This is an optimization exercise on Yosys and OpenROAD, whose aim is small area, a short achievable clock period and few clock cycles per item, not a production implementation. RTL that was checked went through simulation tests only; none was proved equivalent to the original. Only the layout flow was run in runs 4 and 5; the RTL was not checked for function there. Power figures rest on the tool's default switching activity, not on a simulated workload.

$ cat flow/design.v
module emu_cpu (
    input  wire        clk,
    input  wire        rst,
    input  wire        tick,
    input  wire        warm,
    output reg         busy,
    output reg         done,
    output reg         mem_re,
    output reg         mem_we,
    output wire [15:0] mem_addr,
    output wire [7:0]  mem_wdata,
    input  wire [7:0]  mem_rdata,
    output wire [15:0] pc,
    output reg  [7:0]  a,
    output wire [7:0]  p,
    output reg         halted,
    output wire [31:0] total_cycles
);
    localparam [15:0] BOOT_PC      = 16'h8000;
    localparam [15:0] RESET_VECTOR = 16'hFFFC;
    localparam [1:0] E_OP  = 2'd0,
                     E_IMM = 2'd1,
                     E_LO  = 2'd2,
                     E_HI  = 2'd3;
    reg [15:0] f;
    reg [7:0]  hi;
    reg [7:0]  lo;
    reg        run;         
    reg        fin;         
    reg [1:0]  e;
    reg        is_jmp;      
    reg        is_sta;      
    reg        wflag;       
    reg        arr_q;       
    reg        ea_q;        
    reg        data_q;      
    reg        match_q;     
    reg [2:0]  pend;        
    reg [11:0] frame;       
    reg [7:0]  tlo;         
    reg [23:0] thi;         
    reg        tc_q;        
    reg        zf, nf;
    assign mem_addr     = f;
    assign pc           = f;
    assign p            = {nf, 5'b00000, zf, 1'b0};
    assign mem_wdata    = a;
    assign total_cycles = {thi, tlo};
    wire arr     = arr_q & ~match_q;
    wire arr_op  = arr & (e == E_OP);
    wire arr_imm = arr & (e == E_IMM);
    wire arr_lo  = arr & (e == E_LO);
    wire arr_hi  = arr & (e == E_HI);
    wire exh     = halted | frame[11] | (pend[1] & (&frame[10:1]));
    wire stop    = arr_op & exh;
    wire exec    = arr_op & ~exh;
    wire jmp_hi  = arr_hi & is_jmp;
    wire ea_hi   = arr_hi & ~is_jmp;
    wire stream  = run & ~ea_q & ~stop & ~jmp_hi;
    wire [7:0] d = mem_rdata;
    wire op_imm  = (d == 8'hA9);
    wire op_lda  = (d == 8'hAD);
    wire op_sta  = (d == 8'h8D);
    wire op_jmp  = (d == 8'h4C);
    wire op_nop  = (d == 8'hEA);
    wire op_brk  = (d == 8'h00);
    reg [2:0] cost;
    always @(*) begin
        cost = 3'd0;
        if (op_imm | op_nop) cost = 3'd2;
        if (op_lda | op_sta) cost = 3'd4;
        if (op_jmp)          cost = 3'd3;
        if (op_brk)          cost = 3'd7;
    end
    wire [8:0] tlo_nx = {1'b0, tlo} + {6'd0, pend};
    wire [15:0] inc = (ea_q ? {hi, lo} : f) + {15'd0, ~(ea_q & match_q)};
    wire end_op  = run & (stop | (jmp_hi & wflag));
    always @(posedge clk) begin
        if (rst) begin
            run          <= 1'b0;
            fin          <= 1'b0;
            busy         <= 1'b0;
            done         <= 1'b0;
            mem_we       <= 1'b0;
            f            <= BOOT_PC;
            a            <= 8'h00;
            zf           <= 1'b0;
            nf           <= 1'b0;
            halted       <= 1'b0;
            tlo          <= 8'd0;
            thi          <= 24'd0;
            tc_q         <= 1'b0;
            arr_q        <= 1'b0;
            ea_q         <= 1'b0;
            data_q       <= 1'b0;
            pend         <= 3'd0;
        end else begin
            done         <= 1'b0;
            fin          <= 1'b0;
            frame        <= frame + {9'd0, pend};
            tlo          <= tlo_nx[7:0];
            tc_q         <= tlo_nx[8];
            thi          <= thi + {23'd0, tc_q};
            pend         <= exec ? cost : 3'd0;
            arr_q        <= stream & ~end_op;
            ea_q         <= run & ea_hi;
            mem_we       <= run & ea_hi & is_sta;
            mem_re       <= ~(run & ea_hi & is_sta);
            data_q       <= ea_q & ~is_sta;
            match_q      <= ea_hi & is_sta & ({d, lo} == f);
            hi           <= f[15:8];
            lo           <= arr_lo ? d : f[7:0];
            if (run) begin
                if (stop)
                    f <= {hi, lo};
                else if (arr_hi)
                    f <= {d, lo};
                else
                    f <= inc;
            end
            if (arr_imm | data_q) begin
                a  <= d;
                zf <= (d == 8'h00);
                nf <= d[7];
            end
            if (exec) begin
                if (op_imm)
                    e <= E_IMM;
                if (op_lda | op_sta | op_jmp)
                    e <= E_LO;
                is_jmp <= op_jmp;
                is_sta <= op_sta;
                if (op_brk)
                    halted <= 1'b1;
            end
            if (arr_imm)
                e <= E_OP;
            if (arr_lo)
                e <= E_HI;
            if (arr_hi)
                e <= E_OP;
            if (!busy) begin
                if (tick) begin
                    frame  <= 12'd684;
                    e      <= E_OP;
                    wflag  <= 1'b0;
                    busy   <= 1'b1;
                    if (halted)
                        fin <= 1'b1;
                    else
                        run <= 1'b1;
                end else if (warm) begin
                    f      <= RESET_VECTOR;
                    e      <= E_LO;
                    is_jmp <= 1'b1;
                    wflag  <= 1'b1;
                    busy   <= 1'b1;
                    run    <= 1'b1;
                end
            end
            if (end_op) begin
                run <= 1'b0;
                fin <= 1'b1;
            end
            if (fin) begin
                busy <= 1'b0;
                done <= 1'b1;
            end
        end
    end
endmodule
$ cat flow/flow/run.sh
#!/bin/bash
# Standard layout, except: every port is buffered by sky130_fd_sc_hd__buf_1,
# and synthesis maps adders as plain logic (no Kogge-Stone carry map, no
# full- or half-adder extraction). Registers are mapped exactly as in the
# standard synthesis; only the combinational mapping differs.
set -euo pipefail
bash standard.sh ADDER_MAP_FILE= SYNTH_OPERATIONS_ARGS=-nordff \
    BUFFER_PORTS_ARGS="-buffer_cell sky130_fd_sc_hd__buf_1" finish > standard.log 2>&1
$ cat flow/standard.sh
#!/bin/bash
# synth_recipe.tcl (not shown) runs the flow's synth.tcl, then flattens the netlist and writes it again
# the make line also repeats each setting of config.mk as NAME=value (left out here)
make -C /OpenROAD-flow-scripts/flow DESIGN_CONFIG=/design/flow/config.mk WORK_HOME=/design/flow/orfs CLKGATE_MAP_FILE= SYNTH_SCRIPT=/design/flow/synth_recipe.tcl "${@:-finish}"
$ cat flow/config.mk
export PLATFORM = sky130hd
export DESIGN_NAME = emu_cpu
export DESIGN_NICKNAME = emu_cpu
export VERILOG_FILES = /design/flow/design.v
export SDC_FILE = /design/flow/constraint.sdc
export NUM_CORES = 4
export LEC_CHECK = 0
export ABC_AREA = 1
export CAP_MARGIN = 20
export CORE_MARGIN = 2
export CORE_UTILIZATION = 40
export PLACE_DENSITY = 0.6
export SETUP_SLACK_MARGIN = 3.0
export SLEW_MARGIN = 20
$ cat flow/constraint.sdc
create_clock -name core_clock -period 5.0 [get_ports {clk}]
set_input_delay 1.0000 -clock core_clock [delete_from_list [all_inputs] [get_ports {clk}]]
set_output_delay 1.0000 -clock core_clock [all_outputs]
set_load 0.01 [all_outputs]
==> results of run 1 <==
[layout by cell type, fill, tap and decap left out, drive strengths merged, types with 5 or more instances in the layout]
cell,count
o22ai,6
nand4,10
nor3,16
o21bai,5
or2,7
nand2,172
a21oi,61
buf,118
o21ai,73
xor2,8
edfxtp,35
nand3,39
dfxtp,70
nor4,7
nor2,52
conb,6
a22oi,5
o211ai,7
clkbuf,17
inv,94
[sequential cells by signal, summed over array words and instances (netlist names), 2 cells and up]
register / flops
a: 7
e: 2
f: 16
frame: 12
hi: 8
lo: 8
pend: 3
thi: 24
tlo: 8
[per-stage QoR]
step | cell area, µm² | std cells | total power [W] | hold WS, ns
6_report | 6546 | 1004 | 0.001906 | 0.4239
5_1_grt | 6546 | 1004 | 0.001982 | 0.4348
4_1_cts | 6264 | 988 | 0.001902 | 0.4230
3_5_place_dp | 5847 | 967 | 0.001166 | 0.4092
3_3_place_gp | 5847 | 967 | 0.001162 | 0.4000
2_1_floorplan | 5577 | 745 | 0.001113 | 0.3936
[power by group]
group / internal [W] / switching [W]
clock: 0.000402 / 0.000337
combinational: 0.0000705 / 0.000144
sequential: 0.000918 / 0.0000346
[layer usage]
layer,vias to the layer above,global-route usage [%],share of wire (%)
met5,-,0,0
met4,0,6.825,2.2
met3,26,3.571,5.7
met2,185,34.94,48
met1,2406,27.08,44
li1,2582,-,-
[repair_timing]
item                       CTS  global route
hold buffers                 0             0
hold endpoints to repair     0             0
buffers inserted             4            16
gates cloned                 1             0
pin swaps                    1            15
setup endpoints to repair   68            71
gates resized for setup     23            46
[kinds of logic after synthesis]
kind of cell,synth area share (%)
AOI/OAI and AO/OA,16.31
xor gates and xnor gates,1.745
buffers and inverters,12.78
DFF,44.40
muxes,0.1812
other,0.06790
and+or+nand+nor,24.51
[how the worst min path moves through the flow]
stage / startpoint / end / slack (ns)
2_1_floorplan: fin / busy / 0.39
4_1_cts: fin / busy / 0.42
3_5_place_dp: fin / busy / 0.41
3_3_place_gp: fin / busy / 0.40
6_report: fin / busy / 0.42
5_1_grt: fin / busy / 0.43
[critical path: stages (launching register included)]
cell and delay [ns]:
dfxtp_4 0.44, buf_6 0.16, nand2_1 0.07, nand2_1 0.11
nand2_2 0.08, nor2_4 0.26, nand4_1 0.19, o21bai_1 0.17
nand3_1 0.10, nand2_1 0.07, nand2_1 0.08, nand2_1 0.08
nand2_1 0.05
[final cells by class]
type | instances | area [µm²]
fillers | 1310 | 6802
multi-input cells | 490 | 2576
well taps | 176 | 220.2
inverters | 95 | 377.9
flip-flops and latches | 105 | 2472
clock buffers | 13 | 281.5
clock inverters | 3 | 26.28
repair buffers | 122 | 591.8
==> impl_metrics.toml, run 1 <==
[status]
status = "complete, no violations"

[placed_design]
port_buffers = 98
gp_congestion = 0.9317
preCtsSetupSlack_ns = 2.241
dpl.hpwl_um = 10560

[critical_path]
startpoint = "ea_q"
worst_ep_arrival_time_ns = 2.23
regToRegSetupSlack_ns = 3.01
crit_required_ns = 5.24
r2r_start = "ea_q"
ff2ff_path_depth = 12
reg2reg_to = "f[15]"
cp-end-kind = "flop"
path_class = "flop to flop"
cp-endpoint = "f[15]"
cp_max_fo = 7
cp-start-kind = "flop"

[finish]
diodes = 0
drive_gt1_share_pct = 13.16
final_util_pct = 49.04
area_delta_synth_final_pct = 18.53
nNetsFinal = 835

[synth]
avgSynthCellArea_um2 = 7.463
synth-edff-count = 35
yosys.area.top_type = "dfxtp_1"
synth-async-reset-ratio_pct = 0
synth_area_um2 = 5523
yosys-top-cells-count = "nand2_1 (168), inv_1 (91), o21ai_0 (71)"
yosysSeqAreaShare_pct = 44.40
synth_warnings = 1
synthTopCellsByArea = "dfxtp_1 (25%), edfxtp_1 (19%), nand2_1 (11%), o21ai_0 (6.4%), inv_1 (6.2%)"
yosysMostFrequentCell = "nand2_1"
synth_ff_type = "dfxtp_1"
syn_inst = 740
ys_types = 44
yosys_register_bits = 105
synthDominantCellAreaShare_pct = 25.37

[grt]
grt_max_degree = 41
overflow = 0
grt_antenna_before_repair = 0
grt_pass1_vias = 4736
grt_pass1_wl_um = 23880
grtUsageTotal_pct = 20.73

[floorplanning]
rows = 42
ios = 105
dieHeight_um = 121.5
start_util_pct = 41.38
coreArea_um2 = 13350
die_area_um2 = 14760
die_w_um = 121.5

[run]
maxCapViolations = 0

[pwr]
p_leak_nw = 2.577
irDropWorstVdd_mv = 0.1538
powerDensity_nw_per_um2 = 291.2

[sta]
fmax_mhz = 503.4
relSlewSlack_pct = 37.46
skew_ns = 0.01067
period_share_pct = 39.73
slew_violations = 0
worst_pin_slew_ns = 0.9331
finalHoldViolations = 0
fin_tns_setup_ns = 0
rsz0062_at_grt = "yes"
worst_slack_ns = 3.014
setup_viol = 0
min_period_ns = 1.986

[clocking]
clkLatencyLatePin_ns = 0.36
cts_sinks = 105
htree_levels = 3
cts-root-buf = "clkbuf_16"
cts_max_path_buffers = 2
cts_inserted_buffers = 9
cts_tree = "yes"
cts.clk_slew.worst_paths_ns = 0.07

[worst_hold_path]
whs_path_depth = 1
hp-class = "flop to flop"

[drt]
ant_nets = 0
drc = 0
routed_wl_um = 15510
via_per_inst = 5.178
first_pass_iters = 5
wire_per_inst_um = 15.45
num_vias = 5199
drt_iter0_markers = 427
Testbench counts, summed over its fixed seeds: cycles 128,529, ticks 80.
==> run 2, diff against run 1 <==
==> flow/flow/run.sh (replaced) <==
#!/bin/bash
# Standard layout, except: every port is buffered by sky130_fd_sc_hd__buf_1;
# synthesis maps adders as plain logic (no Kogge-Stone carry map, no full- or
# half-adder extraction); and ABC's area script (used with ABC_AREA 1) is
# replaced by flow/abc_area.script. Registers are mapped exactly as in the
# standard synthesis (only the combinational mapping differs).
set -euo pipefail
W=$PWD
rm -rf "$W/scripts_mod"
cp -r "$FLOW_HOME/scripts" "$W/scripts_mod"
cp "$W/flow/abc_area.script" "$W/scripts_mod/abc_area.script"
bash standard.sh SCRIPTS_DIR="$W/scripts_mod" ADDER_MAP_FILE= SYNTH_OPERATIONS_ARGS=-nordff \
    BUFFER_PORTS_ARGS="-buffer_cell sky130_fd_sc_hd__buf_1" finish > standard.log 2>&1
==> flow/flow/abc_area.script (new file) <==
strash
&get -n
&fraig -x
&put
scorr
dc2
dretime
strash
&get -n
&dch -f
&nf -D 800
&put
buffer -p
upsize -D 800
dnsize -D 800
stime -p
==> impl_metrics.toml, run 2 <==
[sta]
worst_slack_ns = 2.529
skew_ns = 0.008253
relSlewSlack_pct = 57.16
fin_tns_setup_ns = 0
rsz0062_at_grt = "yes"
setup_viol = 0
finalHoldViolations = 0
worst_pin_slew_ns = 0.6359
slew_violations = 0
min_period_ns = 2.471
period_share_pct = 49.43
fmax_mhz = 404.6

[synth]
synthTopCellsByArea = "dfxtp_1 (27%), edfxtp_1 (20%), a21oi_1 (7.2%), buf_4 (4.9%), o21ai_0 (4.7%)"
synth_warnings = 1
ys_types = 56
yosys-top-cells-count = "a21oi_1 (74), dfxtp_1 (70), o21ai_0 (48)"
yosysSeqAreaShare_pct = 47.50
synth-async-reset-ratio_pct = 0
yosys_register_bits = 105
yosysMostFrequentCell = "a21oi_1"
yosys.area.top_type = "dfxtp_1"
synth_area_um2 = 5162
synth-edff-count = 35
avgSynthCellArea_um2 = 9.121
synth_ff_type = "dfxtp_1"
synthDominantCellAreaShare_pct = 27.14
syn_inst = 566

[floorplanning]
ios = 105
coreArea_um2 = 12620
rows = 41
die_area_um2 = 13830
die_w_um = 117.6
dieHeight_um = 117.6
start_util_pct = 40.91

[pwr]
internal_power_w = 0.001354
p_sw_w = 0.0005182
combPwrFrac_pct = 11.6
power_frac_seq_pct = 51.7
sw_frac_of_total_pct = 27.68
irDropWorstVdd_mv = 0.1781
p_leak_nw = 2.489
powerDensity_nw_per_um2 = 287.8
clkPwrFrac_pct = 36.7

[finish]
area_delta_synth_final_pct = 26.01
regMostFlops = "thi"
seq_area_um2 = 2487
layout_commonest_cell = "buf_1"
diodes = 0
final_cell_mix = "buf_1 (89), a21oi_1 (70), dfxtp_1 (50)"
drive_gt1_share_pct = 22.79
nNetsFinal = 687
largest_reg_flops = 24
final_util_pct = 51.55
top_regs = "thi: 24 flops, f: 16 flops, frame: 12 flops"
multi_input_area_um2 = 2601
nFillCells = 1219

[clocking]
cts_sinks = 105
clkLatencyLatePin_ns = 0.35
cts.clk_slew.worst_paths_ns = 0.07
cts_tree = "yes"
cts_max_path_buffers = 2
cts_inserted_buffers = 9
htree_levels = 3
cts-root-buf = "clkbuf_16"

[critical_path]
ff2ff_path_depth = 10
worst_ep_arrival_time_ns = 2.68
max_stage_delay_ns = 0.39
cp-start-kind = "flop"
path_class = "flop to flop"
reg2reg_to = "f[15]"
cp-end-kind = "flop"
cp_cell_sequence = "mux2i_4, nor4b_4, nand4bb_4, nor4_4, nand4_4, nor4_4, xor2_1, a21oi_1, a21oi_1, o21ai_1"
regToRegSetupSlack_ns = 2.53
cp_slowest_cell = "dfxtp_4"
crit_required_ns = 5.21
r2r_start = "ea_q"
cp_max_fo = 6

[status]
status = "complete, no violations"

[drt]
drc = 0
ant_nets = 0
drt_iter0_markers = 332
via_per_inst = 5.367
wire_per_inst_um = 16.27
first_pass_iters = 4
num_vias = 4573
routed_wl_um = 13860

[grt]
grt_max_degree = 53
grt_antenna_before_repair = 0
grt_pass1_wl_um = 22300
overflow = 0
grtUsageTotal_pct = 19.78
grt_pass1_vias = 4439

[worst_hold_path]
hold_end = "busy"
hp-start = "fin"
hp-class = "flop to flop"
whs_path_depth = 1

[placed_design]
preCtsSetupSlack_ns = 2.022
port_buffers = 98
dpl.hpwl_um = 9125
gp_congestion = 0.8604

[run]
maxCapViolations = 0
run 2: changes by cell type in the layout (fill, tap and decap cells not counted), sizes merged, moves of 7 or more:
| cell | before | now |
|---|---|---|
| and2 | 0 | 7 |
| mux2i | 1 | 13 |
| nor3 | 16 | 25 |
| buf | 118 | 142 |
| inv | 94 | 27 |
| nand3 | 39 | 5 |
| a21oi | 61 | 74 |
| and3 | 1 | 25 |
| o21ai | 73 | 53 |
| nor2 | 52 | 41 |
| a21boi | 1 | 8 |
| nand2 | 172 | 40 |
| xnor2 | 3 | 13 |
run 2: power groups by stage:
stage	logic, W	registers (W)	clock network (W)
2_1_floorplan	0.000152	0.000972	0
3_3_place_gp	0.000185	0.000983	0
3_5_place_dp	0.000187	0.000985	0
4_1_cts	0.000198	0.000967	0.000705
5_1_grt	0.000239	0.000975	0.000739
6_report	0.000217	0.000968	0.000687
run 2: cell type report:
cell class	instances	share of cell area, %
multi-input cells	390	39.99
flip-flops and latches	105	38.24
repair buffers	145	12.35
clock buffers	10	3.520
well taps	172	3.308
inverters	24	1.673
clock inverters	6	0.9233
run 2: timing repair:
item,in CTS,in global routing
endpoints found under the setup margin,101,51
pin swaps,15,25
setup buffers,27,18
gates resized for setup,60,54
hold buffers,0,0
run 2: kinds of logic (layout without fill, tap and decap cells):
| kind of cell | count (synthesis) | after routing | share of synthesized area, % |
|---|---|---|---|
| buf+inv | 76 | 185 | 8.046 |
| compound gates | 167 | 167 | 18.27 |
| flops | 105 | 105 | 47.50 |
| fa+ha+maj | 2 | 2 | 0.3878 |
| other cells | 1 | 6 | 0.07264 |
| simple gates | 179 | 179 | 19.22 |
| mux | 13 | 13 | 2.593 |
| xor+xnor | 23 | 23 | 3.902 |
run 2: through the flow:
stage          instance area [µm²]  power [W]  instances  hold WS, ns
2_1_floorplan                 5283   0.001124        571       0.3895
3_3_place_gp                  5530   0.001168        791       0.4021
3_5_place_dp                  5530   0.001172        791       0.4153
4_1_cts                       6181   0.001870        834       0.4290
5_1_grt                       6505   0.001953        852       0.4416
6_report                      6505   0.001872        852       0.4260
run 2: how the worst max path moves through the flow:
stage,depth (start not counted),slack (ns),startpoint,endpoint
6_report,10,2.53,ea_q,f[15]
5_1_grt,10,2.46,ea_q,f[15]
3_5_place_dp,5,2.02,rst,is_sta
4_1_cts,10,2.44,ea_q,f[15]
2_1_floorplan,6,2.48,mem_rdata[0],e[1]
3_3_place_gp,5,2.08,rst,is_sta
run 2: layer usage:
layer	track usage, %	up-vias	part of all wire (%)
met1	25.18	2181	42
met5	0	-	0
met4	6.551	0	1.7
met3	4.457	21	6.8
li1	-	2228	-
met2	33.21	143	49
run 2: worst max-delay path, delay by kind of cell, from the launching register on:
kind	cells	cell delay, ns
XOR/XNOR	1	0.19
AND/OR/NAND/NOR	5	1.22
multiplexers	1	0.20
AO/OA/AOI/OAI	3	0.32
flip-flops	1	0.39
==> run 3, diff against run 2 <==
==> flow/flow/abc_area.script (replaced) <==
strash
&get -n
&fraig -x
&put
scorr
dc2
dretime
strash
&get -n
&dch -f
&nf -D 500
&put
buffer -p
upsize -D 500
dnsize -D 500
stime -p
==> impl_metrics.toml, run 3 <==
[synth]
synth-edff-count = 35
yosys_register_bits = 105
synth_ff_type = "dfxtp_1"
yosysSeqAreaShare_pct = 47.50
yosys.area.top_type = "dfxtp_1"
syn_inst = 566
ys_types = 56
synth_warnings = 1
yosys-top-cells-count = "a21oi_1 (74), dfxtp_1 (70), o21ai_0 (48)"
synthTopCellsByArea = "dfxtp_1 (27%), edfxtp_1 (20%), a21oi_1 (7.2%), buf_4 (4.9%), o21ai_0 (4.7%)"
synth_area_um2 = 5162
avgSynthCellArea_um2 = 9.121
synthDominantCellAreaShare_pct = 27.14
synth-async-reset-ratio_pct = 0
yosysMostFrequentCell = "a21oi_1"

[clocking]
cts-root-buf = "clkbuf_16"
cts.clk_slew.worst_paths_ns = 0.07
cts_sinks = 105
cts_inserted_buffers = 9
clkLatencyLatePin_ns = 0.35
cts_max_path_buffers = 2
cts_tree = "yes"
htree_levels = 3

[critical_path]
worst_ep_arrival_time_ns = 2.68
cp_cell_sequence = "mux2i_4, nor4b_4, nand4bb_4, nor4_4, nand4_4, nor4_4, xor2_1, a21oi_1, a21oi_1, o21ai_1"
cp-start-kind = "flop"
crit_required_ns = 5.21
cp-end-kind = "flop"
max_stage_delay_ns = 0.39
cp_slowest_cell = "dfxtp_4"
path_class = "flop to flop"
cp_max_fo = 6
crit_buf_inv = 0
cp_top_family = "simple AND/OR/NAND/NOR gates"

[grt]
overflow = 0
gr-usage-met1_pct = 25.18
grtUsageTotal_pct = 19.78
grt_pass1_wl_um = 22300
grt_antenna_before_repair = 0
top_usage_layer = "met2"
use_met2_pct = 33.21
grt_pass1_vias = 4439
grt_max_degree = 53
grt_use_met3_pct = 4.457

[floorplanning]
coreArea_um2 = 12620
rows = 41
start_util_pct = 40.91
die_w_um = 117.6
dieHeight_um = 117.6
die_area_um2 = 13830
ios = 105

[finish]
area_delta_synth_final_pct = 26.01
drive_gt1_share_pct = 22.79
top_regs = "thi: 24 flops, f: 16 flops, frame: 12 flops"
regMostFlops = "thi"
nFillCells = 1219
final_cell_mix = "buf_1 (89), a21oi_1 (70), dfxtp_1 (50)"
diodes = 0
largest_reg_flops = 24
nNetsFinal = 687
layout_commonest_cell = "buf_1"

[drt]
drt_iter0_markers = 332
via_per_inst = 5.367
drc = 0
routed_wl_um = 13860
ant_nets = 0
num_vias = 4573
wire_per_inst_um = 16.27
first_pass_iters = 4

[status]
status = "complete, no violations"

[run]
maxCapViolations = 0

[pwr]
p_sw_w = 0.0005182
sw_frac_of_total_pct = 27.68
combPwrFrac_pct = 11.6
power_frac_seq_pct = 51.7
p_leak_nw = 2.489
irDropWorstVdd_mv = 0.1781
clkPwrFrac_pct = 36.7
internal_power_w = 0.001354
powerDensity_nw_per_um2 = 287.8

[sta]
rsz0062_at_grt = "yes"
worst_pin_slew_ns = 0.6359
skew_ns = 0.008253
fmax_mhz = 404.6
fin_tns_setup_ns = 0
slew_violations = 0
setup_viol = 0
period_share_pct = 49.43
relSlewSlack_pct = 57.16
timing.hold.ws_ns = 0.4260
finalHoldViolations = 0
min_period_ns = 2.471

[placed_design]
dpl.hpwl_um = 9125
port_buffers = 98
gp_congestion = 0.8604

[worst_hold_path]
hp-class = "flop to flop"
-- run 3: through the flow --
| step | instances | setup slack (ns) | total power, W | cell area [µm²] | util [%] |
|---|---|---|---|---|---|
| 2_1_floorplan | 571 | 2.480 | 0.001124 | 5283 | - |
| 3_3_place_gp | 791 | 2.081 | 0.001168 | 5530 | 43.82 |
| 3_5_place_dp | 791 | 2.022 | 0.001172 | 5530 | 43.82 |
| 4_1_cts | 834 | 2.444 | 0.001870 | 6181 | 48.98 |
| 5_1_grt | 852 | 2.464 | 0.001953 | 6505 | 51.55 |
| 6_report | 852 | 2.529 | 0.001872 | 6505 | 51.55 |
-- run 3: per-layer routing --
layer / routed length (µm) / vias to the layer above
met5: 0 / -
met4: 233 / 0
met3: 948 / 21
met2: 6821 / 143
met1: 5859 / 2181
li1: - / 2228
-- run 3: what timing repair did --
item | 4_1_cts | 5_1_grt
hold endpoints to repair | 0 | 0
hold buffers | 0 | 0
buffers inserted | 27 | 18
pin swaps | 15 | 25
endpoints found under the setup margin | 101 | 51
resized for setup | 60 | 54
-- run 3: cells by family after synthesis --
kind of cell	count (synthesis)	synth area share [%]
simple gates	179	19.22
compound gates	167	18.27
flops	105	47.50
buf+inv	76	8.046
xor+xnor	23	3.902
mux	13	2.593
fa+ha+maj	2	0.3878
other cells	1	0.07264
-- run 3: worst paths after layout --
kind / startpoint / to / slack [ns] / cells past startpoint
min reg2reg: fin / busy / 0.43 / 1
min: fin / busy / 0.43 / 1
max: ea_q / f[15] / 2.53 / 10
max reg2reg: ea_q / f[15] / 2.53 / 10
-- run 3: area by class of cell --
class	count	area (µm²)	area share [%]
Inverter	24	108.9	1.673
Multi-Input combinational cell	390	2601	39.99
Tap cell	172	215.2	3.308
Clock inverter	6	60.06	0.9233
Sequential cell	105	2487	38.24
Timing Repair Buffer	145	803.3	12.35
Clock buffer	10	229.0	3.520
-- run 3: power by group through the flow --
stage / clock network, W / registers (W) / logic (W)
after floorplan: 0 / 0.000972 / 0.000152
after global placement: 0 / 0.000983 / 0.000185
after detailed placement: 0 / 0.000985 / 0.000187
after CTS: 0.000705 / 0.000967 / 0.000198
after global routing: 0.000739 / 0.000975 / 0.000239
final: 0.000687 / 0.000968 / 0.000217
==> run 4, diff against run 3 <==
--- a/flow/design.v
+++ b/flow/design.v
@@ -66,2 +66,3 @@
     wire op_brk  = (d == 8'h00);
+    integer i;
     reg [2:0] cost;
@@ -74,4 +75,48 @@
     end
-    wire [8:0] tlo_nx = {1'b0, tlo} + {6'd0, pend};
-    wire [15:0] inc = (ea_q ? {hi, lo} : f) + {15'd0, ~(ea_q & match_q)};
+    reg [8:0] tlo_nx;
+    reg [12:0] fc;
+    reg [11:0] frame_nx;
+    reg [8:0] tc;
+    always @(*) begin
+        tc[0] = 1'b0;
+        fc[0] = 1'b0;
+        for (i = 0; i < 8; i = i + 1) begin
+            if (i < 3) begin
+                tlo_nx[i] = tlo[i] ^ pend[i] ^ tc[i];
+                tc[i+1]   = (tlo[i] & pend[i]) | (tc[i] & (tlo[i] ^ pend[i]));
+            end else begin
+                tlo_nx[i] = tlo[i] ^ tc[i];
+                tc[i+1]   = tlo[i] & tc[i];
+            end
+        end
+        tlo_nx[8] = tc[8];
+        for (i = 0; i < 12; i = i + 1) begin
+            if (i < 3) begin
+                frame_nx[i] = frame[i] ^ pend[i] ^ fc[i];
+                fc[i+1]     = (frame[i] & pend[i]) | (fc[i] & (frame[i] ^ pend[i]));
+            end else begin
+                frame_nx[i] = frame[i] ^ fc[i];
+                fc[i+1]     = frame[i] & fc[i];
+            end
+        end
+    end
+    reg [24:0] hc;
+    reg [23:0] thi_nx;
+    always @(*) begin
+        hc[0] = tc_q;
+        for (i = 0; i < 24; i = i + 1) begin
+            thi_nx[i] = thi[i] ^ hc[i];
+            hc[i+1]   = thi[i] & hc[i];
+        end
+    end
+    wire [15:0] inc_a = ea_q ? {hi, lo} : f;
+    reg  [16:0] ic;
+    reg  [15:0] inc;
+    always @(*) begin
+        ic[0] = ~(ea_q & match_q);
+        for (i = 0; i < 16; i = i + 1) begin
+            inc[i]  = inc_a[i] ^ ic[i];
+            ic[i+1] = inc_a[i] & ic[i];
+        end
+    end
     wire end_op  = run & (stop | (jmp_hi & wflag));
@@ -99,6 +144,6 @@
             fin          <= 1'b0;
-            frame        <= frame + {9'd0, pend};
+            frame        <= frame_nx;
             tlo          <= tlo_nx[7:0];
             tc_q         <= tlo_nx[8];
-            thi          <= thi + {23'd0, tc_q};
+            thi          <= thi_nx;
             pend         <= exec ? cost : 3'd0;
==> flow/flow/abc_area.script (replaced) <==
strash
&get -n
&fraig -x
&put
scorr
dc2
dretime
strash
&get -n
&dch -f
&nf
&put
--- a/flow/config.mk
+++ b/flow/config.mk
@@ -12,3 +12,3 @@
 export PLACE_DENSITY = 0.6
-export SETUP_SLACK_MARGIN = 3.0
+export SETUP_SLACK_MARGIN = 2.9
 export SLEW_MARGIN = 20
==> impl_metrics.toml, run 4 <==
[status]
status = "complete, no violations"

[finish]
final_cell_mix = "buf_1 (91), a21oi_1 (68), dfxtp_1 (60)"
diodes = 0
regMostFlops = "thi"
drive_gt1_share_pct = 21.11
largest_reg_flops = 24
nNetsFinal = 689
area_delta_synth_final_pct = 29.39
layout_commonest_cell = "buf_1"
nFillCells = 1135
top_regs = "thi: 24 flops, f: 16 flops, frame: 12 flops"

[drt]
via_per_inst = 5.258
ant_nets = 0
first_pass_iters = 5
drt_iter0_markers = 281
wire_per_inst_um = 15.92
num_vias = 4469
drc = 0
routed_wl_um = 13530

[synth]
synth_area_um2 = 4976
syn_inst = 545
synth_compound_area_share_pct = 17.78
synth-adder-area-share_pct = 0.4023
yosys.area.top_type = "dfxtp_1"
yosys-top-cells-count = "a21oi_1 (72), dfxtp_1 (70), o21ai_0 (57)"
yosysSeqAreaShare_pct = 49.28
synth_top_family_by_area = "simple AND/OR/NAND/NOR gates"
yosysMostFrequentCell = "a21oi_1"
synthTopCellsByArea = "dfxtp_1 (28%), edfxtp_1 (21%), a21oi_1 (7.2%), o21ai_0 (5.7%), buf_4 (5.0%)"
synthDominantCellAreaShare_pct = 28.16
synth_warnings = 1
synthSimpleGateAreaFrac_pct = 18.28
ys_types = 42
synthMuxAreaShare_pct = 3.294
synth-edff-count = 35
yosys_register_bits = 105
synth_ff_type = "dfxtp_1"
avgSynthCellArea_um2 = 9.130
synth-async-reset-ratio_pct = 0
synth_xor_xnor_area_share_pct = 4.400

[grt]
grtUsageTotal_pct = 20.37
grt_max_degree = 58
grt_pass1_vias = 4207
grt_pass1_wl_um = 21370
overflow = 0
grt_antenna_before_repair = 0

[pwr]
p_leak_nw = 2.363
p_sw_w = 0.0005154
finalPower_w = 0.001958
sw_frac_of_total_pct = 26.32
power_frac_seq_pct = 49.4
irDropWorstVdd_mv = 0.2118
internal_power_w = 0.001443
clkPwrFrac_pct = 40.5
powerDensity_nw_per_um2 = 304.1
combPwrFrac_pct = 10.1

[sta]
fmax_mhz = 361.2
min_period_ns = 2.768
fin_tns_setup_ns = 0
worst_pin_slew_ns = 0.9282
slew_violations = 0
skew_ns = 0.006702
period_share_pct = 55.37
relSlewSlack_pct = 38.04
finalHoldViolations = 0
timing.hold.ws_ns = 0.4294
setup_viol = 0
rsz0062_at_grt = "yes"

[critical_path]
regToRegSetupSlack_ns = 2.23
cp_max_fo = 7
max_stage_delay_ns = 0.54
worst_ep_arrival_time_ns = 3.04
cp_slowest_cell = "or4b_4"
cp_cell_sequence = "mux2i_4, nor4_4, nor4bb_4, or4b_4, nor4_4, buf_4, a21o_1, nand2_1, a21oi_1, o21ai_1, a31oi_1"
path_class = "flop to flop"
critPathMostFrequentCell = "nor4_4"
crit_required_ns = 5.27
cp-start-kind = "flop"
cp-end-kind = "flop"

[clocking]
clkLatencyLatePin_ns = 0.35
cts_sinks = 105
htree_levels = 3
cts_tree = "yes"
cts.clk_slew.worst_paths_ns = 0.07
cts_inserted_buffers = 9
cts-root-buf = "clkbuf_16"
cts_max_path_buffers = 2

[floorplanning]
dieHeight_um = 115.5
die_w_um = 115.5
rows = 40
coreArea_um2 = 12060
die_area_um2 = 13350
ios = 105
start_util_pct = 41.26

[placed_design]
gp_congestion = 0.8905
dpl.hpwl_um = 8607
port_buffers = 98

[run]
maxCapViolations = 0

[worst_hold_path]
hp-class = "flop to flop"
run 4: logic make-up after synthesis:
logic type,count (synthesis)
AOI/OAI and AO/OA,161
xor gates and xnor gates,25
adders and majority gates,2
buffers and inverters,53
DFF,105
muxes,16
other,1
and+or+nand+nor,182
run 4: path summary, 6_finish.rpt:
kind,endpoint,startpoint,depth (start not counted)
min,busy,fin,1
max reg2reg,f[13],ea_q,11
max,f[13],ea_q,11
min reg2reg,busy,fin,1
run 4: power by group through the flow:
stage                     Clock [W]  Combinational, W  Sequential (W)
final                      0.000793          0.000199        0.000967
after detailed placement          0          0.000179        0.000983
after global routing       0.000839          0.000222        0.000974
after global placement            0          0.000177        0.000981
after CTS                  0.000808          0.000188        0.000964
after floorplan                   0          0.000132        0.000974
run 4: per-stage QoR:
step	cells	util [%]	worst slack [ns]	instance area, µm²
floorplan	550	-	2.220	5137
global placement	785	45.47	1.775	5484
detailed placement	785	45.47	1.717	5484
CTS	833	51.10	2.254	6163
global route	850	53.38	2.087	6439
finish	850	53.38	2.232	6439
run 4: layer usage:
layer  part of all wire, %  global-route usage [%]  vias up
met5                     0                       0        -
met4                   2.0                   7.309        0
met3                   5.9                   4.603       20
met2                    49                   34.31      128
met1                    43                   25.72     2116
li1                      -                       -     2205
run 4: critical path, delay by kind of cell, from the launching register on:
kind	cells	cell delay [ns]
flops	1	0.40
buf+inv	1	0.18
mux	1	0.21
simple gates	5	1.39
compound gates	4	0.52
run 4: cell type report:
class	count	area [µm²]	share of cell area [%]
multi-input combinational	392	2545	39.53
clock inverter	7	106.4	1.652
sequential	105	2470	38.36
inverter	20	88.84	1.380
timing repair buffer	149	793.3	12.32
tap	168	210.2	3.265
clock buffer	9	225.2	3.498
run 4: what timing repair did:
| item | CTS | global route |
|---|---|---|
| hold buffers | 0 | 0 |
| buffers inserted | 32 | 17 |
| gates resized for setup | 34 | 43 |
| endpoints found under the hold margin | 0 | 0 |
| setup endpoints to repair | 84 | 44 |
| pin swaps | 13 | 27 |
==> run 5, diff against run 4 <==
==> flow/flow/run.sh (replaced) <==
#!/bin/bash
# Standard layout, with every port buffered by sky130_fd_sc_hd__buf_1.
set -euo pipefail
bash standard.sh BUFFER_PORTS_ARGS="-buffer_cell sky130_fd_sc_hd__buf_1" finish > standard.log 2>&1
removed: flow/flow/abc_area.script
==> impl_metrics.toml, run 5 <==
[status]
status = "complete, no violations"

[synth]
syn_inst = 675
synth_ff_type = "dfxtp_1"
ys_types = 33
yosys.area.top_type = "dfxtp_1"
synth_warnings = 1
yosysSeqAreaShare_pct = 44.10
yosys-top-cells-count = "nand2_1 (112), inv_1 (107), dfxtp_1 (70)"
avgSynthCellArea_um2 = 8.238
synth-edff-count = 35
yosysMostFrequentCell = "nand2_1"
synthDominantCellAreaShare_pct = 25.20
synth-async-reset-ratio_pct = 0
synthTopCellsByArea = "dfxtp_1 (25%), edfxtp_1 (19%), ha_1 (12%), nand2_1 (7.6%), inv_1 (7.2%)"
yosys_register_bits = 105
synth_area_um2 = 5560

[floorplanning]
rows = 43
die_w_um = 121.9
die_area_um2 = 14860
ios = 105
coreArea_um2 = 13720
dieHeight_um = 121.9
start_util_pct = 40.53

[clocking]
cts_inserted_buffers = 9
cts_max_path_buffers = 2
cts.clk_slew.worst_paths_ns = 0.07
htree_levels = 3
cts_tree = "yes"
cts_sinks = 105
clkLatencyLatePin_ns = 0.36
cts-root-buf = "clkbuf_16"

[grt]
overflow = 0
grt_antenna_before_repair = 0
grt_pass1_vias = 4419
grt_max_degree = 56
grtUsageTotal_pct = 19.65
grt_pass1_wl_um = 22560

[finish]
seq_area_um2 = 2465
regMostFlops = "thi"
area_delta_synth_final_pct = 25.65
largest_reg_flops = 24
multi_input_area_um2 = 3108
top_regs = "thi: 24 flops, f: 16 flops, frame: 12 flops"
nFillCells = 1331
layout_commonest_cell = "nand2_1"
final_util_pct = 50.93
final_cell_mix = "nand2_1 (106), buf_1 (97), inv_1 (91)"
diodes = 0
drive_gt1_share_pct = 18.21
nNetsFinal = 811

[critical_path]
cp_max_fo = 2
cp-start-kind = "flop"
crit_required_ns = 5.23
cp_top_family = "adder cells"
max_stage_delay_ns = 0.34
cp-end-kind = "flop"
crit_buf_inv = 0
worst_ep_arrival_time_ns = 4.37
path_class = "flop to flop"
cp_slowest_cell = "dfxtp_2"
critPathMostFrequentCell = "ha_4"

[sta]
skew_ns = 0.01261
relSlewSlack_pct = 62.07
period_share_pct = 82.91
rsz0062_at_grt = "yes"
setup_viol = 0
fmax_mhz = 241.2
slew_violations = 0
worst_pin_slew_ns = 0.5690
min_period_ns = 4.146
finalHoldViolations = 0
worst_slack_ns = 0.8545
fin_tns_setup_ns = 0

[pwr]
powerDensity_nw_per_um2 = 276.4
irDropWorstVdd_mv = 0.1915
p_leak_nw = 2.739

[drt]
ant_nets = 0
first_pass_iters = 8
drc = 0
num_vias = 4574
drt_iter0_markers = 413
wire_per_inst_um = 14.99
routed_wl_um = 13890
via_per_inst = 4.934

[placed_design]
port_buffers = 98
gp_congestion = 0.9764
preCtsSetupSlack_ns = 0.8071
dpl.hpwl_um = 9782

[run]
maxCapViolations = 0

[worst_hold_path]
hp-class = "flop to flop"
[run 5: area by class of cell]
class	count	share of cell area, %
Inverter	109	5.856
Clock buffer	10	3.582
Tap cell	180	3.223
Clock inverter	6	1.003
Sequential cell	105	35.28
Multi-Input combinational cell	409	44.48
Timing Repair Buffer	108	6.572
[run 5: stage by stage]
step	instances	hold WS, ns	total power (W)	area, µm²
CTS	926	0.4361	0.001945	6919
global placement	903	0.4222	0.001174	6500
global route	927	0.4500	0.002021	6987
detailed placement	903	0.4280	0.001177	6500
floorplan	680	0.3975	0.001124	6264
finish	927	0.4315	0.001931	6987
[run 5: repair_timing]
action,in CTS,in global routing
setup buffers,7,1
endpoints found under the hold margin,0,0
setup endpoints to repair,89,55
hold buffers,0,0
pin swaps,9,12
gates resized for setup,24,20
cloned,0,0
[run 5: path summary, 6_finish.rpt]
kind          start      end  slack (ns)  depth (start not counted)
max          thi[0]  thi[23]        0.85                         25
min             fin     done        0.43                          2
max reg2reg  thi[0]  thi[23]        0.85                         25
min reg2reg     fin     done        0.43                          2
[run 5: logic make-up (layout without fill, tap and decap cells)]
logic type / count (synthesis) / count (layout) / share of synthesized area, %
other: 1 / 6 / 0.06744
XOR/XNOR: 3 / 3 / 0.4726
AND/OR/NAND/NOR: 237 / 237 / 17.96
adder cells (fa/ha/maj): 57 / 57 / 13.37
AO/OA/AOI/OAI: 106 / 106 / 10.33
buffers and inverters: 166 / 233 / 13.70
flip-flops: 105 / 105 / 44.10
[run 5: routing by layer]
| layer | global-route usage, % | vias up | wire length [µm] |
|---|---|---|---|
| li1 | - | 2276 | - |
| met1 | 24.59 | 2134 | 6117 |
| met2 | 32.82 | 143 | 6680 |
| met3 | 5.524 | 21 | 870 |
| met4 | 6.250 | 0 | 224 |
| met5 | 0 | - | 0 |
[run 5: where the power goes]
| part | switching (W) | internal (W) | leakage (nW) |
|---|---|---|---|
| combinational | 0.000141 | 0.0000746 | 1.67 |
| sequential | 0.0000391 | 0.000917 | 0.913 |
| clock | 0.000335 | 0.000423 | 0.154 |
[run 5: worst min-delay path, delay by kind of cell (launching register included)]
family	cells	cell delay, ns
buffers and inverters	1	0.05
DFF	1	0.32
and+or+nand+nor	1	0.03

-- port drivers added, routing unchanged --
The flow's constraints put no driver on any port. The routed layouts listed below were extracted and timed again, unchanged, in two steps. Step 1 sets driving cells, clkbuf_16 on the clock port and buf_2 on the other inputs (assumed; they add their load-dependent delay and slew). Step 2 also shifts input and output timing later by t, the mid clock arrival at the registers, as if the neighbouring blocks saw the same clock. Three values: ideal ports, drivers, drivers and shift; two values: the first two.
run	t (ns)	slack for setup (ns)	hold slack, ns	worst register clock-pin slew, ns
run 1	0.393	3.014 / 3.014 / 2.722	0.424 / 0.424 / 0.424	0.07 / 0.07
run 2	0.380	2.529 / 2.529 / 2.253	0.426 / 0.426 / 0.426	0.08 / 0.08
run 3	0.380	2.529 / 2.529 / 2.253	0.426 / 0.426 / 0.426	0.08 / 0.08
run 4	0.380	2.232 / 2.232 / 2.232	0.429 / 0.429 / 0.429	0.08 / 0.08
run 5	0.395	0.854 / 0.854 / 0.854	0.432 / 0.432 / 0.432	0.08 / 0.08
After both steps every run listed still meets setup and hold. The setup slack of run 1, which loses most, moves by 0.000 ns with the drivers and by -0.292 ns with both steps.
